This design comes from an exercise in tuning for small area on the open sky130 flow, not from production work.
Function was checked by simulation only, so behaviour that the tests miss may differ from the original.
Power is estimated from default activity; no workload was simulated.

--- design/flow/config.mk ---
export PLATFORM = sky130hd
export DESIGN_NAME = debounce_ctl
export DESIGN_NICKNAME = debounce_ctl
export VERILOG_FILES = /design/flow/design.v
export SDC_FILE = /design/flow/constraint.sdc
export NUM_CORES = 4
export LEC_CHECK = 0
export CAP_MARGIN = 20
export CORE_MARGIN = 2
export CORE_UTILIZATION = 40
export SLEW_MARGIN = 20
--- design/flow/constraint.sdc ---
create_clock -name core_clock -period 10.0 [get_ports {clk}]
set_input_delay 2.0000 -clock core_clock [delete_from_list [all_inputs] [get_ports {clk}]]
set_output_delay 2.0000 -clock core_clock [all_outputs]
set_load 0.01 [all_outputs]
--- design/flow/design.v ---
module debounce_ctl (
    input  wire        clk,
    input  wire        rst,
    input  wire        in_valid,
    output wire        in_ready,
    input  wire [7:0]  op,
    input  wire [31:0] period,
    input  wire [9:0]  sample,
    input  wire [31:0] num,
    input  wire [31:0] den,
    input  wire        pin_init,
    output reg         resp_valid,
    output reg         resp_ok,
    output reg         ev_reset,
    output reg         ev_reset_warm,
    output reg         ev_persist,
    output wire [7:0]  persist_val,
    output reg         ev_pulse,
    output reg         ev_diag_liveness,
    output reg         ev_diag_count,
    output wire [8:0]  diag_n,
    output reg         ev_diag_lockdown,
    output reg         ev_act,
    output reg         ev_ind,
    output reg         ev_rearm,
    output reg         act,
    output reg         ind,
    output reg         locked,
    output reg         pwm_valid,
    output wire [31:0] pwm_on,
    output wire [31:0] pwm_off
);
    localparam [1:0] FG_IDLE = 2'd0, FG_READY = 2'd1, FG_ON = 2'd2, FG_OFF = 2'd3;
    localparam [4:0] F_NONE = 5'd0,
                     F_E0 = 5'd1, F_E1 = 5'd2, F_E2 = 5'd3,
                     F_D0 = 5'd4, F_D1 = 5'd5, F_D2 = 5'd6,
                     F_L0 = 5'd7,
                     F_W0 = 5'd8,  F_W1 = 5'd9,  F_W2 = 5'd10, F_W3 = 5'd11, F_W4 = 5'd12,
                     F_W5 = 5'd13, F_W6 = 5'd14, F_W7 = 5'd15, F_W8 = 5'd16;
    localparam [6:0] ROT_DIV0 = 7'd64, ROT_RND = 7'd98, ROT_OFF = 7'd99;
    reg        booted;
    reg        pin_level;
    reg        edge_en, edge_pend;
    reg        deb_armed, deb_pend;
    reg [1:0]  deb_count;
    reg [2:0]  tc;              
    reg        wdt_pend;
    reg        liv_armed, liv_pend;
    reg        liv_count;
    reg        pwm_enabled;
    reg [1:0]  fg;
    reg [4:0]  fs;
    reg        store_valid;
    reg [2:0]  store_val;       
    reg [31:0] P_r, L_r, R_r;
    reg [2:0]  ph;
    reg        busy, arm;
    reg [6:0]  rot;
    reg        cy, l_sb, r_sb, pc, pb, rs, dz;
    assign persist_val = {5'd0, store_val};
    assign diag_n      = {6'd0, tc};
    assign pwm_on      = L_r;
    assign pwm_off     = R_r;
    wire [3:0] Lh = L_r[3:0];
    wire [3:0] Rh = R_r[3:0];
    wire [3:0] Ph = P_r[3:0];
    wire       c0 = (ph == 3'd0);
    wire       c7 = (ph == 3'd7);
    wire [3:0] num_dig = num[{ph, 2'b00} +: 4];
    wire [3:0] den_dig = den[{ph, 2'b00} +: 4];
    wire [3:0] per_dig = period[{ph, 2'b00} +: 4];
    wire [3:0] smp_dig = (ph == 3'd0) ? sample[3:0] :
                         (ph == 3'd1) ? sample[7:4] :
                         (ph == 3'd2) ? {2'b00, sample[9:8]} : 4'd0;
    wire [3:0] k1023   = (ph == 3'd0 || ph == 3'd1) ? 4'hF : (ph == 3'd2) ? 4'h3 : 4'h0;
    wire [3:0] k1000   = (ph == 3'd0) ? 4'h8 : (ph == 3'd1) ? 4'hE : (ph == 3'd2) ? 4'h3 : 4'h0;
    wire       sampled = !op[0];
    wire [3:0] a_dig   = sampled ? smp_dig : num_dig;
    wire [3:0] d_dig   = sampled ? k1023 : den_dig;
    wire m_mul  = busy && !rot[6];
    wire m_half = rot[0];
    wire m_div  = busy && rot[6] && (rot < ROT_RND);
    wire m_div0 = busy && (rot == ROT_DIV0);
    wire m_rnd  = busy && (rot == ROT_RND);
    wire m_off  = busy && (rot == ROT_OFF);
    wire first  = (rot[5:1] == 5'd0);
    wire sub    = !rs;
    reg  [3:0] ax, ay;
    reg        acin;
    always @* begin
        if (m_mul) begin
            ax   = first ? 4'd0 : {Lh[2:0], (c0 && !m_half) ? 1'b0 : l_sb};
            ay   = (!m_half && pb) ? a_dig : 4'd0;
            acin = (c0 && !m_half) ? 1'b0 : cy;
        end else if (m_div) begin
            ax   = {Rh[2:0], c0 ? l_sb : r_sb};
            ay   = d_dig ^ {4{sub}};
            acin = c0 ? sub : cy;
        end else if (m_rnd) begin
            ax   = Lh;
            ay   = 4'd0;
            acin = c0 ? !rs : cy;
        end else if (m_off) begin
            ax   = Ph;
            ay   = ~Lh;
            acin = c0 ? 1'b1 : cy;
        end else begin                        
            ax   = num_dig;
            ay   = ~den_dig;
            acin = c0 ? 1'b0 : cy;
        end
    end
    wire [4:0] sum = {1'b0, ax} + {1'b0, ay} + {4'd0, acin};
    wire       gt  = sum[4];                  
    wire fg_free  = (fs == F_NONE) && (fg == FG_IDLE);
    wire den_nz   = (dz && !c0) || (den_dig != 4'd0);
    wire in_range = !num[31] && !gt && den_nz;
    wire split    = booted && fg_free && pwm_enabled &&
                    (op == 8'h24 || (op == 8'h25 && in_range));
    wire arm_now  = arm || (c0 && in_valid);
    assign in_ready = c7 && (busy ? m_off : (arm_now && !split));
    wire take = in_valid && in_ready;
    wire ld_per = !busy && arm_now && in_valid && booted && fg_free && op == 8'h20;
    wire ld_rst = !busy && arm_now && in_valid && (op == 8'h00 || op == 8'h01);
    always @(posedge clk) begin
        cy   <= sum[4];
        l_sb <= Lh[3];
        r_sb <= Rh[3];
        pc   <= Ph[3];
        if (c7) pb <= Ph[3];
        dz   <= den_nz;
        if (m_mul && !m_half)
            P_r <= {Ph[2:0], pc, P_r[31:4]};
        else if (ld_per)
            P_r <= {per_dig, P_r[31:4]};
        else if (ld_rst)
            P_r <= {k1000, P_r[31:4]};
        else
            P_r <= {Ph, P_r[31:4]};
        if (m_mul)
            L_r <= {Rh, L_r[31:4]};
        else if (m_div)
            L_r <= {Lh[2:0], c0 ? (!m_div0 && !rs) : l_sb, L_r[31:4]};
        else if (m_rnd)
            L_r <= {sum[3:0], L_r[31:4]};
        else
            L_r <= {Lh, L_r[31:4]};
        if (m_mul || (m_div && !m_div0) || m_off)
            R_r <= {sum[3:0], R_r[31:4]};
        else
            R_r <= {Rh, R_r[31:4]};
        if (m_div && !m_div0) begin
            if (c7) rs <= Rh[3] ^ sub ^ sum[4];
        end else if (m_mul) begin
            rs <= 1'b0;
        end
        if (rst) begin
            ph   <= 3'd0;
            busy <= 1'b0;
            arm  <= 1'b0;
        end else begin
            ph  <= ph + 3'd1;
            arm <= arm_now && !c7;
            if (busy) begin
                if (c7) begin
                    rot <= rot + 7'd1;
                    if (m_off) busy <= 1'b0;
                end
            end else if (c7 && arm_now && in_valid && split) begin
                busy <= 1'b1;
                rot  <= 7'd0;
            end
        end
    end
    reg        n_booted, n_pin_level, n_edge_en, n_edge_pend;
    reg        n_deb_armed, n_deb_pend;
    reg [1:0]  n_deb_count;
    reg [2:0]  n_tc;
    reg        n_locked, n_wdt_pend;
    reg        n_liv_armed, n_liv_pend, n_liv_count;
    reg        n_ind, n_act, n_pwm_enabled, n_pwm_valid;
    reg [1:0]  n_fg;
    reg [4:0]  n_fs;
    reg        n_store_valid;
    reg [2:0]  n_store_val;
    reg        m_ok, m_reset, m_persist, m_pulse, m_diag_count, m_diag_lockdown;
    reg        m_act, m_ind, m_rearm;
    always @* begin
        n_booted      = booted;
        n_pin_level   = pin_level;
        n_edge_en     = edge_en;
        n_edge_pend   = edge_pend;
        n_deb_armed   = deb_armed;
        n_deb_pend    = deb_pend;
        n_deb_count   = deb_count;
        n_tc          = tc;
        n_locked      = locked;
        n_wdt_pend    = wdt_pend;
        n_liv_armed   = liv_armed;
        n_liv_pend    = liv_pend;
        n_liv_count   = liv_count;
        n_ind         = ind;
        n_act         = act;
        n_pwm_enabled = pwm_enabled;
        n_pwm_valid   = pwm_valid;
        n_fg          = fg;
        n_fs          = fs;
        n_store_valid = store_valid;
        n_store_val   = store_val;
        m_ok = 1'b0; m_reset = 1'b0; m_persist = 1'b0; m_pulse = 1'b0;
        m_diag_count = 1'b0; m_diag_lockdown = 1'b0; m_act = 1'b0; m_ind = 1'b0;
        m_rearm = 1'b0;
        if (op == 8'h00 || op == 8'h01) begin
            m_ok          = 1'b1;
            m_reset       = 1'b1;
            n_booted      = 1'b1;
            n_pin_level   = pin_init;
            n_edge_en     = 1'b1;
            n_edge_pend   = 1'b0;
            n_deb_armed   = 1'b0;
            n_deb_count   = 2'd0;
            n_deb_pend    = 1'b0;
            n_locked      = 1'b0;
            n_wdt_pend    = 1'b0;
            n_liv_armed   = 1'b0;
            n_liv_count   = 1'b0;
            n_liv_pend    = 1'b0;
            n_ind         = 1'b0;
            n_pwm_enabled = 1'b1;
            n_pwm_valid   = 1'b0;
            n_act         = 1'b0;
            n_fg          = FG_IDLE;
            n_fs          = F_NONE;
            if (!op[0]) begin
                n_tc          = 3'd0;
                n_store_valid = 1'b1;
                n_store_val   = 3'd0;
                m_persist     = 1'b1;
            end else begin
                n_tc = store_valid ? store_val : 3'd0;
            end
        end else if (booted) begin
            case (op)
            8'h10, 8'h18: begin
                m_ok        = 1'b1;
                n_pin_level = !pin_level;
                if (edge_en || op[3]) n_edge_pend = 1'b1;
            end
            8'h11: begin m_ok = 1'b1; n_deb_pend = 1'b1; end
            8'h12: begin m_ok = 1'b1; n_liv_pend = 1'b1; end
            8'h13: begin m_ok = 1'b1; n_wdt_pend = 1'b1; end
            8'h14: begin m_ok = 1'b1; n_store_valid = 1'b0; end
            8'h20: if (fg_free) begin
                m_ok        = 1'b1;
                n_pwm_valid = 1'b0;
            end
            8'h21: if (fg_free) begin
                m_ok          = 1'b1;
                n_pwm_enabled = 1'b1;
            end
            8'h22, 8'h23: if (fg_free) begin
                m_ok = 1'b1;
                if (pwm_enabled || !op[0]) begin
                    n_pwm_enabled = 1'b0;
                    n_act         = 1'b0;
                    m_act         = 1'b1;
                end else begin
                    n_pwm_enabled = 1'b1;
                end
            end
            8'h24, 8'h25: if (fg_free) begin
                m_ok = 1'b1;
                if (busy) begin
                    n_pwm_valid = 1'b1;
                    n_fg        = FG_READY;
                end
            end
            8'h26: if (fs == F_NONE && fg == FG_READY) begin
                m_ok  = 1'b1;
                n_act = 1'b1;
                m_act = 1'b1;
                n_fg  = FG_ON;
            end
            8'h27: if (fs == F_NONE && fg == FG_ON) begin
                m_ok  = 1'b1;
                n_act = 1'b0;
                m_act = 1'b1;
                n_fg  = FG_OFF;
            end
            8'h28: if (fs == F_NONE && fg == FG_OFF) begin
                m_ok = 1'b1;
                n_fg = FG_IDLE;
            end
            8'h30: if (edge_pend && edge_en && fs == F_NONE) begin
                m_ok        = 1'b1;
                n_edge_pend = 1'b0;
                n_fs        = F_E0;
            end
            8'h31: if (deb_pend && deb_armed && fs == F_NONE) begin
                m_ok       = 1'b1;
                n_deb_pend = 1'b0;
                n_fs       = F_D0;
            end
            8'h32: if (liv_pend && liv_armed && fs == F_NONE) begin
                m_ok       = 1'b1;
                n_liv_pend = 1'b0;
                n_fs       = F_L0;
            end
            8'h33: if (wdt_pend && fs == F_NONE) begin
                m_ok       = 1'b1;
                n_wdt_pend = 1'b0;
                n_fs       = F_W0;
            end
            8'h3F: if (fs != F_NONE) begin
                m_ok = 1'b1;
                case (fs)
                F_E0: begin n_edge_en = 1'b0; n_fs = F_E1; end
                F_E1: begin n_deb_armed = 1'b1; n_deb_count = 2'd0; n_fs = F_E2; end
                F_E2: begin m_pulse = pin_level; n_fs = F_NONE; end
                F_D0: begin
                    if (deb_count == 2'd2) begin
                        n_deb_count = 2'd0;
                        n_fs        = F_D1;
                    end else begin
                        n_deb_count = deb_count + 2'd1;
                        n_fs        = F_NONE;
                    end
                end
                F_D1: begin n_edge_en = 1'b1; n_fs = F_D2; end
                F_D2: begin n_deb_armed = 1'b0; n_fs = F_NONE; end
                F_L0: begin
                    if (liv_count) begin
                        n_liv_count = 1'b0;
                        n_ind       = !ind;
                        m_ind       = 1'b1;
                    end else begin
                        n_liv_count = 1'b1;
                    end
                    n_fs = F_NONE;
                end
                F_W0: begin
                    if (locked) begin
                        n_fs = F_W8;
                    end else begin
                        n_tc = tc + 3'd1;
                        n_fs = F_W1;
                    end
                end
                F_W1: begin m_diag_count = 1'b1; n_fs = F_W2; end
                F_W2: begin
                    if (tc != 3'd5) begin
                        n_store_valid = 1'b1;
                        n_store_val   = tc;
                        m_persist     = 1'b1;
                        n_fs          = F_W8;
                    end else begin
                        n_locked = 1'b1;
                        n_fs     = F_W3;
                    end
                end
                F_W3: begin m_diag_lockdown = 1'b1; n_fs = F_W4; end
                F_W4: begin n_edge_en = 1'b0; n_fs = F_W5; end
                F_W5: begin n_deb_armed = 1'b0; n_deb_count = 2'd0; n_fs = F_W6; end
                F_W6: begin
                    n_pwm_enabled = 1'b0;
                    n_act         = 1'b0;
                    m_act         = 1'b1;
                    n_fs          = F_W7;
                end
                F_W7: begin n_liv_armed = 1'b1; n_liv_count = 1'b0; n_fs = F_W8; end
                default: begin m_rearm = 1'b1; n_fs = F_NONE; end
                endcase
            end
            default: ;
            endcase
        end
    end
    always @(posedge clk) begin
        resp_ok          <= m_ok;
        ev_reset         <= m_reset;
        ev_reset_warm    <= op[0];
        ev_persist       <= m_persist;
        ev_pulse         <= m_pulse;
        ev_diag_liveness <= m_pulse;
        ev_diag_count    <= m_diag_count;
        ev_diag_lockdown <= m_diag_lockdown;
        ev_act           <= m_act;
        ev_ind           <= m_ind;
        ev_rearm         <= m_rearm;
        if (take) begin
            booted      <= n_booted;
            pin_level   <= n_pin_level;
            edge_en     <= n_edge_en;
            edge_pend   <= n_edge_pend;
            deb_armed   <= n_deb_armed;
            deb_pend    <= n_deb_pend;
            deb_count   <= n_deb_count;
            tc          <= n_tc;
            locked      <= n_locked;
            wdt_pend    <= n_wdt_pend;
            liv_armed   <= n_liv_armed;
            liv_pend    <= n_liv_pend;
            liv_count   <= n_liv_count;
            ind         <= n_ind;
            act         <= n_act;
            pwm_enabled <= n_pwm_enabled;
            pwm_valid   <= n_pwm_valid;
            fg          <= n_fg;
            fs          <= n_fs;
            store_valid <= n_store_valid;
            store_val   <= n_store_val;
        end
        if (rst) begin
            booted      <= 1'b0;
            store_valid <= 1'b0;
            act         <= 1'b0;
            ind         <= 1'b0;
            locked      <= 1'b0;
            pwm_valid   <= 1'b0;
            resp_valid  <= 1'b0;
        end else begin
            resp_valid  <= take;
        end
    end
endmodule
--- design/flow/run.sh ---
#!/bin/bash
# synth_recipe.tcl (not shown) runs the flow's synth.tcl, then flattens the netlist and writes it again
# the make line also repeats each setting of config.mk as NAME=value (left out here)
make -C /OpenROAD-flow-scripts/flow DESIGN_CONFIG=/design/flow/config.mk WORK_HOME=/design/flow/orfs CLKGATE_MAP_FILE= SYNTH_SCRIPT=/design/flow/synth_recipe.tcl finish
==> impl_metrics.json, run 1 <==
{
  "status": "no timing/DRC/antenna violations",
  "crit_slowest_cell": "a2111oi_0",
  "cts.path.max_buffers": 2,
  "cts-buffers-inserted": 17,
  "stdcell_count": 1179,
  "max_stage_delay_ns": 0.79,
  "core-area_mm2": 0.0186,
  "antenna_found_initial": 0,
  "drc": 0,
  "setup_viol": 0,
  "diodes": 0,
  "final-hold-violation-count": 0,
  "ir_worst_vdd_mv": 0.123,
  "drt_iter0_drc": 413,
  "tightest_slew_ns": 1.06,
  "fin_util_pct": 55.2,
  "die_area_mm2": 0.0201,
  "syn_area_per_cell_um2": 10.1,
  "vias": 6725,
  "postCtsHoldBufs": 0,
  "critical_path_class": "in -> out",
  "yosys_most_used_dff": "dfxtp_1",
  "fillerInstances": 1677,
  "drv_cap": 0,
  "final.min_clock_period_ns": 8.62,
  "yosysUniqueCellTypes": 83,
  "grt_pass1_vias": 6725,
  "drive_gt1_share_pct": 9.42,
  "die_y_um": 142,
  "yosys.area.top_type_share_pct": 32.5,
  "start_kind": "input pin",
  "endpoint_kind": "output port",
  "cp.arrival_ns": 6.62,
  "report.final.slew_viol_count": 0,
  "rows": 50,
  "max_slew_margin_pct": 28.7,
  "p_total_mw": 1.51,
  "grt_pass1_wl_um": 36100,
  "period_share_pct": 86.2,
  "path_max_fanout": 3,
  "cts_max_level": 4,
  "initial_core_util_pct": 40.7,
  "cts.clk_slew.worst_paths_ns": 0.07,
  "syn_to_final_growth_pct": 35.8,
  "p_per_area_mw_per_mm2": 147,
  "leakage_nw": 3.68,
  "yosysSeqAreaShare_pct": 46.0,
  "tns_ns": 0,
  "cts_resized": 0,
  "synth_seq_cells": 157,
  "cts_tree": "built",
  "fp.dieW_um": 142,
  "max_freq_mhz": 116,
  "globalplace.congestion": 0.908,
  "hpwlAfterDp_um": 17300,
  "post-place-cells": 1147,
  "grt_start_max_net_pins": 38,
  "ant_nets": 0,
  "via_per_inst": 5.70,
  "synthTopCellsByArea": "dfxtp_1 (32%), edfxtp_1 (13%), mux4_2 (6.2%), nand2_1 (2.7%), mux2i_1 (2.6%)",
  "yosysTopAreaCell": "dfxtp_1",
  "netlist_area_mm2": 0.00758,
  "detail_route.wl_per_cell_um": 19.8,
  "synthCells": 749,
  "synth_warnings": 1,
  "ys_async_sr_fraction_pct": 0,
  "grt_overflow": 0,
  "hold_class": "reg -> reg",
  "cts-root-buf": "clkbuf_16",
  "required_ns": 8.00,
  "clock_skew_ns": 0.0103,
  "rsz0062_at_grt": "no",
  "clk-insertion-delay-late_ns": 0.43,
  "cts_setup_buffers": 0,
  "port_buffers": 204,
  "grt_use_total_pct": 23.2,
  "dr.pass1.iters": 5,
  "crit_chain": "clkdlybuf4s50_1, mux4_2, mux2_2, a22oi_1, o2111ai_1, a32o_1, fa_1, fa_1, a21o_1, a2111oi_0, o211ai_1, a21oi_1, a21oi_1, clkdlybuf4s50_1",
  "nets": 1066,
  "wl_um": 23300,
  "cts_sinks": 157,
  "synth_edf_count": 34,
  "ioPinCount": 216
}
per-layer routing:
| metal | share of wire [%] | routed length (um) | vias to the layer above | GRT usage (%) |
|---|---|---|---|---|
| met5 | 0 | 0 | - | 0 |
| met4 | 3.6 | 836 | 0 | 10.8 |
| met3 | 5.9 | 1380 | 56 | 4.69 |
| met2 | 50 | 11600 | 298 | 40.0 |
| met1 | 41 | 9490 | 3228 | 27.8 |
| li1 | - | - | 3143 | - |
power by group:
part,total (mW),internal (mW),switching (mW)
combinational,0.208,0.115,0.0934
clock,0.634,0.332,0.302
sequential,0.665,0.653,0.0119
total,1.51,1.10,0.407
critical path: cells and delay by family:
kind	cells	cell delay, ns
compound gates	8	2.04
fa+ha+maj	2	0.87
buf+inv	2	0.92
mux	2	0.78
state kept, by name, summed over array words and instances, names as in the netlist, 2 cells and up:
| name | cells |
|---|---|
| L_r | 32 |
| P_r | 32 |
| R_r | 32 |
| deb_count | 2 |
| fg | 2 |
| fs | 5 |
| ph | 3 |
| rot | 7 |
| store_val | 3 |
| tc | 3 |
logic make-up after synthesis:
logic type,share of synthesized area [%]
AND/OR/NAND/NOR,18.3
AO/OA/AOI/OAI,15.8
flip-flops,46.0
buffers and inverters,5.00
multiplexers,10.4
adder cells (fa/ha/maj),2.84
XOR/XNOR,1.73
other,0.0495
layout make-up:
cell class,instances,area (um2),area share [%]
clock buffer,18,429,4.17
clock inverter,14,145,1.41
inverter,23,86.3,0.839
multi-input combinational,521,3750,36.5
sequential,157,3480,33.9
tap,234,293,2.84
timing repair buffer,212,2100,20.4
worst paths after layout:
check	end	startpoint	slack, ns	cells after the start
max	in_ready	num[28]	1.38	14
min	P_r[3]	P_r[7]	0.32	0
max reg2reg	store_val[1]	ph[1]	4.43	12
min reg2reg	P_r[3]	P_r[7]	0.32	0
layout by cell type, fill, tap and decap left out, drive strengths merged, types with 20 or more instances in the layout:
master / instances
mux2i: 20
mux4: 21
dfxtp: 123
nand2: 54
o21ai: 30
nand3: 30
nor2: 46
clkdlybuf4s50: 204
a21oi: 36
edfxtp: 34
inv: 30
Yosys cell counts, types with 5 or more instances:
| master | count |
|---|---|
| a211oi_1 | 10 |
| a21o_1 | 12 |
| a21oi_1 | 36 |
| a22oi_1 | 7 |
| a31oi_1 | 15 |
| and2_1 | 11 |
| and3_1 | 12 |
| buf_2 | 12 |
| buf_4 | 14 |
| clkbuf_1 | 28 |
| dfxtp_1 | 123 |
| edfxtp_1 | 34 |
| ha_1 | 14 |
| inv_1 | 21 |
| mux2_2 | 10 |
| mux2i_1 | 20 |
| mux4_2 | 21 |
| nand2_1 | 54 |
| nand2b_1 | 16 |
| nand3_1 | 30 |
| nand3b_1 | 5 |
| nand4_1 | 11 |
| nor2_1 | 45 |
| nor2b_1 | 14 |
| nor3_1 | 15 |
| nor4_1 | 6 |
| o2111ai_1 | 5 |
| o211ai_1 | 6 |
| o21ai_0 | 27 |
| o22ai_1 | 9 |
| o31ai_1 | 5 |
| xnor2_1 | 10 |
| xor2_1 | 5 |
per-stage QoR:
stage	hold slack [ns]	instance area, um2	setup slack (ns)
finish	0.325	10300	1.38
floorplan	0.310	7620	2.74
global route	0.329	10300	1.08
CTS	0.328	10300	1.39
global placement	0.311	9720	1.57
detailed placement	0.312	9720	1.41
==> inputs of run 2 (changes only) <==
==> design/flow/flow/run.sh (new file) <==
#!/bin/bash
# Standard ORFS layout (the standard.sh), with two changes to what the
# layout adds around the design:
#  - port buffers are the smallest buffer (buf_1) instead of the default pick;
#  - clock tree built from small clock buffers, without dummy loads.
set -euo pipefail
export BUFFER_PORTS_ARGS="-buffer_cell sky130_fd_sc_hd__buf_1"
export CTS_ARGS="-sink_clustering_enable -repair_clock_nets -dont_use_dummy_load -buf_list {sky130_fd_sc_hd__clkbuf_2 sky130_fd_sc_hd__clkbuf_4 sky130_fd_sc_hd__clkbuf_8}"
bash standard.sh > standard_sh.log 2>&1
==> design/flow/standard.sh (new file) <==
#!/bin/bash
# synth_recipe.tcl (not shown) runs the flow's synth.tcl, then flattens the netlist and writes it again
# the make line also repeats each setting of config.mk as NAME=value (left out here)
make -C /OpenROAD-flow-scripts/flow DESIGN_CONFIG=/design/flow/config.mk WORK_HOME=/design/flow/orfs CLKGATE_MAP_FILE= SYNTH_SCRIPT=/design/flow/synth_recipe.tcl "${@:-finish}"
removed: design/flow/run.sh
==> impl_metrics.json, run 2 <==
{
  "status": "no timing/DRC/antenna violations",
  "hold_path_depth": 0,
  "synth_warnings": 1,
  "nets": 1066,
  "finalInstanceArea_mm2": 0.00868,
  "max_slew_margin_pct": 33.2,
  "intPower_mw": 0.883,
  "power.switching_mw": 0.308,
  "rsz0062_at_grt": "no",
  "yosys.area.top_type_share_pct": 32.5,
  "clock_skew_ns": 0.0454,
  "grt_start_max_net_pins": 38,
  "synthTopCellsByArea": "dfxtp_1 (32%), edfxtp_1 (13%), mux4_2 (6.2%), nand2_1 (2.7%), mux2i_1 (2.6%)",
  "ys_async_sr_fraction_pct": 0,
  "die_area_mm2": 0.0201,
  "die_y_um": 142,
  "vias": 6561,
  "setup_viol": 0,
  "grt_use_met2_pct": 34.7,
  "tightest_slew_ns": 0.988,
  "cts_tree": "built",
  "seqPwrFrac_pct": 55.8,
  "final-hold-violation-count": 0,
  "drv_cap": 0,
  "clock_power_share_pct": 29.5,
  "critical_path_class": "in -> out",
  "yosys-top-cells-count": "dfxtp_1 (123), nand2_1 (54), nor2_1 (45), a21oi_1 (36), edfxtp_1 (34)",
  "cts.path.max_buffers": 2,
  "report.final.slew_viol_count": 0,
  "antenna_found_initial": 0,
  "cts_sinks": 157,
  "leakage_nw": 3.00,
  "yosysSeqAreaShare_pct": 46.0,
  "port_buffers": 204,
  "cts_resized": 0,
  "synth_edf_count": 34,
  "drc": 0,
  "syn_area_per_cell_um2": 10.1,
  "worstReg2RegEnd": "tc[1]",
  "diodes": 0,
  "met1_usage_pct": 27.5,
  "holdPathEnd": "P_r[1]",
  "hpwlAfterDp_um": 15700,
  "syn_to_final_growth_pct": 14.5,
  "ant_nets": 0,
  "top_usage_layer": "met2",
  "reg2reg_depth": 12,
  "ioPinCount": 216,
  "cts-root-buf": "clkbuf_8",
  "r2r_slack_ns": 4.31,
  "hold_class": "reg -> reg",
  "ir_worst_vdd_mv": 0.102,
  "fillerInstances": 1829,
  "grt_use_total_pct": 21.0,
  "reg_top3": "L_r: 32 flops, P_r: 32 flops, R_r: 32 flops",
  "core-area_mm2": 0.0186,
  "rows": 50,
  "netlist_area_mm2": 0.00758,
  "postCtsHoldBufs": 0,
  "use_met3_pct": 4.96,
  "yosysTopAreaCell": "dfxtp_1",
  "grt_pass1_vias": 6251,
  "layout_commonest_cell": "buf_1",
  "yosysUniqueCellTypes": 83,
  "grt_overflow": 0,
  "wl_um": 21100,
  "drt_iter0_drc": 570,
  "swShare_pct": 25.9,
  "cp.arrival_ns": 6.03,
  "p_per_area_mw_per_mm2": 137,
  "min_from": "P_r[5]",
  "endpoint_kind": "output port",
  "required_ns": 8.00,
  "globalplace.congestion": 0.940,
  "cts-buffers-inserted": 17,
  "start_kind": "input pin",
  "p_total_mw": 1.19,
  "grt_pass1_wl_um": 33000,
  "cts_max_level": 4,
  "clk-insertion-delay-late_ns": 0.47,
  "detail_route.wl_per_cell_um": 18.1,
  "rr_startpoint": "ph[1]",
  "tns_ns": 0,
  "synthCells": 749,
  "period_share_pct": 80.3,
  "cts.clk_slew.worst_paths_ns": 0.07,
  "postPlaceCellArea_mm2": 0.00844,
  "drive_gt1_share_pct": 8.06,
  "cts_setup_buffers": 0,
  "dr.pass1.iters": 5,
  "yosysMostFrequentCell": "dfxtp_1",
  "fp.dieW_um": 142,
  "p_comb_share_pct": 14.6,
  "path_max_fanout": 18,
  "yosys_most_used_dff": "dfxtp_1",
  "initial_core_util_pct": 40.7,
  "layout_common_cells": "buf_1 (204), dfxtp_1 (122), nand2_1 (54), nor2_1 (45), a21oi_1 (36)",
  "max_freq_mhz": 125,
  "via_per_inst": 5.64,
  "fin_util_pct": 46.5,
  "final.min_clock_period_ns": 8.03,
  "synth_seq_cells": 157
}
## run 2: cell types whose count changed in the layout (fill, tap and decap cells not counted), sizes merged
cell / before / now
buf: 8 / 212
clkdlybuf4s50: 204 / 0
inv: 30 / 22
clkinv: 5 / 1
clkinvlp: 2 / 0
clkbuf: 18 / 17
## run 2: kinds of logic after synthesis
logic type               count (synthesis)  synth area share, %
AND/OR/NAND/NOR                        253                 18.3
buffers and inverters                   81                 5.00
adder cells (fa/ha/maj)                 16                 2.84
XOR/XNOR                                15                 1.73
other                                    1               0.0495
AO/OA/AOI/OAI                          175                 15.8
flip-flops                             157                 46.0
multiplexers                            51                 10.4
## run 2: power groups by stage
stage / logic, mW / registers, mW / clock network, mW
6_report: 0.174 / 0.665 / 0.352
5_1_grt: 0.190 / 0.667 / 0.385
4_1_cts: 0.173 / 0.666 / 0.364
3_5_place_dp: 0.172 / 0.680 / 0
3_3_place_gp: 0.172 / 0.679 / 0
2_1_floorplan: 0.123 / 0.674 / 0
## run 2: worst max-delay path by stage
stage             from       end  slack [ns]  depth (start not counted)
2_1_floorplan  num[24]  in_ready        2.74                         12
3_3_place_gp     op[0]  in_ready        2.24                         14
3_5_place_dp     op[0]  in_ready        2.09                         14
4_1_cts          op[0]  in_ready        2.08                         14
5_1_grt          op[0]  in_ready        1.71                         14
6_report         op[0]  in_ready        1.97                         14
## run 2: metal layers
layer  share of wire, %  vias up
li1                   -     3122
met5                  0        -
met4                1.9        0
met1                 43     3123
met2                 48      280
met3                6.8       36
## run 2: layout make-up
cell class              count  area [um2]  share of cell area [%]
flip-flops and latches    157        3480                    40.2
inverters                  23        86.3                   0.995
multi-input cells         521        3750                    43.3
repair buffers            212         826                    9.52
well taps                 234         293                    3.37
clock buffers              17         234                    2.70
## run 2: worst max-delay path: stages
cell and delay [ns]:
buf_1 0.44, buf_4 0.34, inv_1 0.18, o21bai_1 0.20
mux2i_1 0.20, o32ai_1 0.12, fa_1 0.46, fa_1 0.42
a21o_1 0.19, a2111oi_0 0.85, o211ai_1 0.15, a21oi_1 0.17
a21oi_1 0.13, buf_1 0.15
## run 2: per-stage QoR
| step | hold slack, ns | setup WS, ns | instances |
|---|---|---|---|
| after floorplan | 0.310 | 2.74 | 759 |
| after global placement | 0.311 | 2.24 | 1147 |
| after detailed placement | 0.312 | 2.09 | 1147 |
| after CTS | 0.320 | 2.08 | 1164 |
| after global routing | 0.318 | 1.71 | 1164 |
| final | 0.316 | 1.97 | 1164 |

## static timing again, ports no longer ideal
How much do the figures lean on ideal ports? The routed layouts below were timed once more, with nothing changed but the port constraints. Step 1 (the two cells are an assumption about what drives the block):
set clk [get_ports {clk}]
set_driving_cell -lib_cell sky130_fd_sc_hd__clkbuf_16 $clk
set_driving_cell -lib_cell sky130_fd_sc_hd__buf_2 [delete_from_list [all_inputs] $clk]
Step 2 also shifts input and output timing later by t, the mid clock arrival at the registers, as if the neighbouring blocks saw the same clock. Three values: ideal, step 1, step 2; two values: the first two.
run | t, ns | slack for setup (ns) | latest minus earliest clock arrival (ns)
run 1 | 0.469 | 1.379 / 1.359 / 1.359 | 0.011 / 0.010
run 2 | 0.488 | 1.974 / 1.952 / 1.952 | 0.049 / 0.048
After both steps setup and hold are still met in every run listed. The setup slack of run 2, which loses most, moves by -0.022 ns with the drivers and by -0.022 ns with both steps.
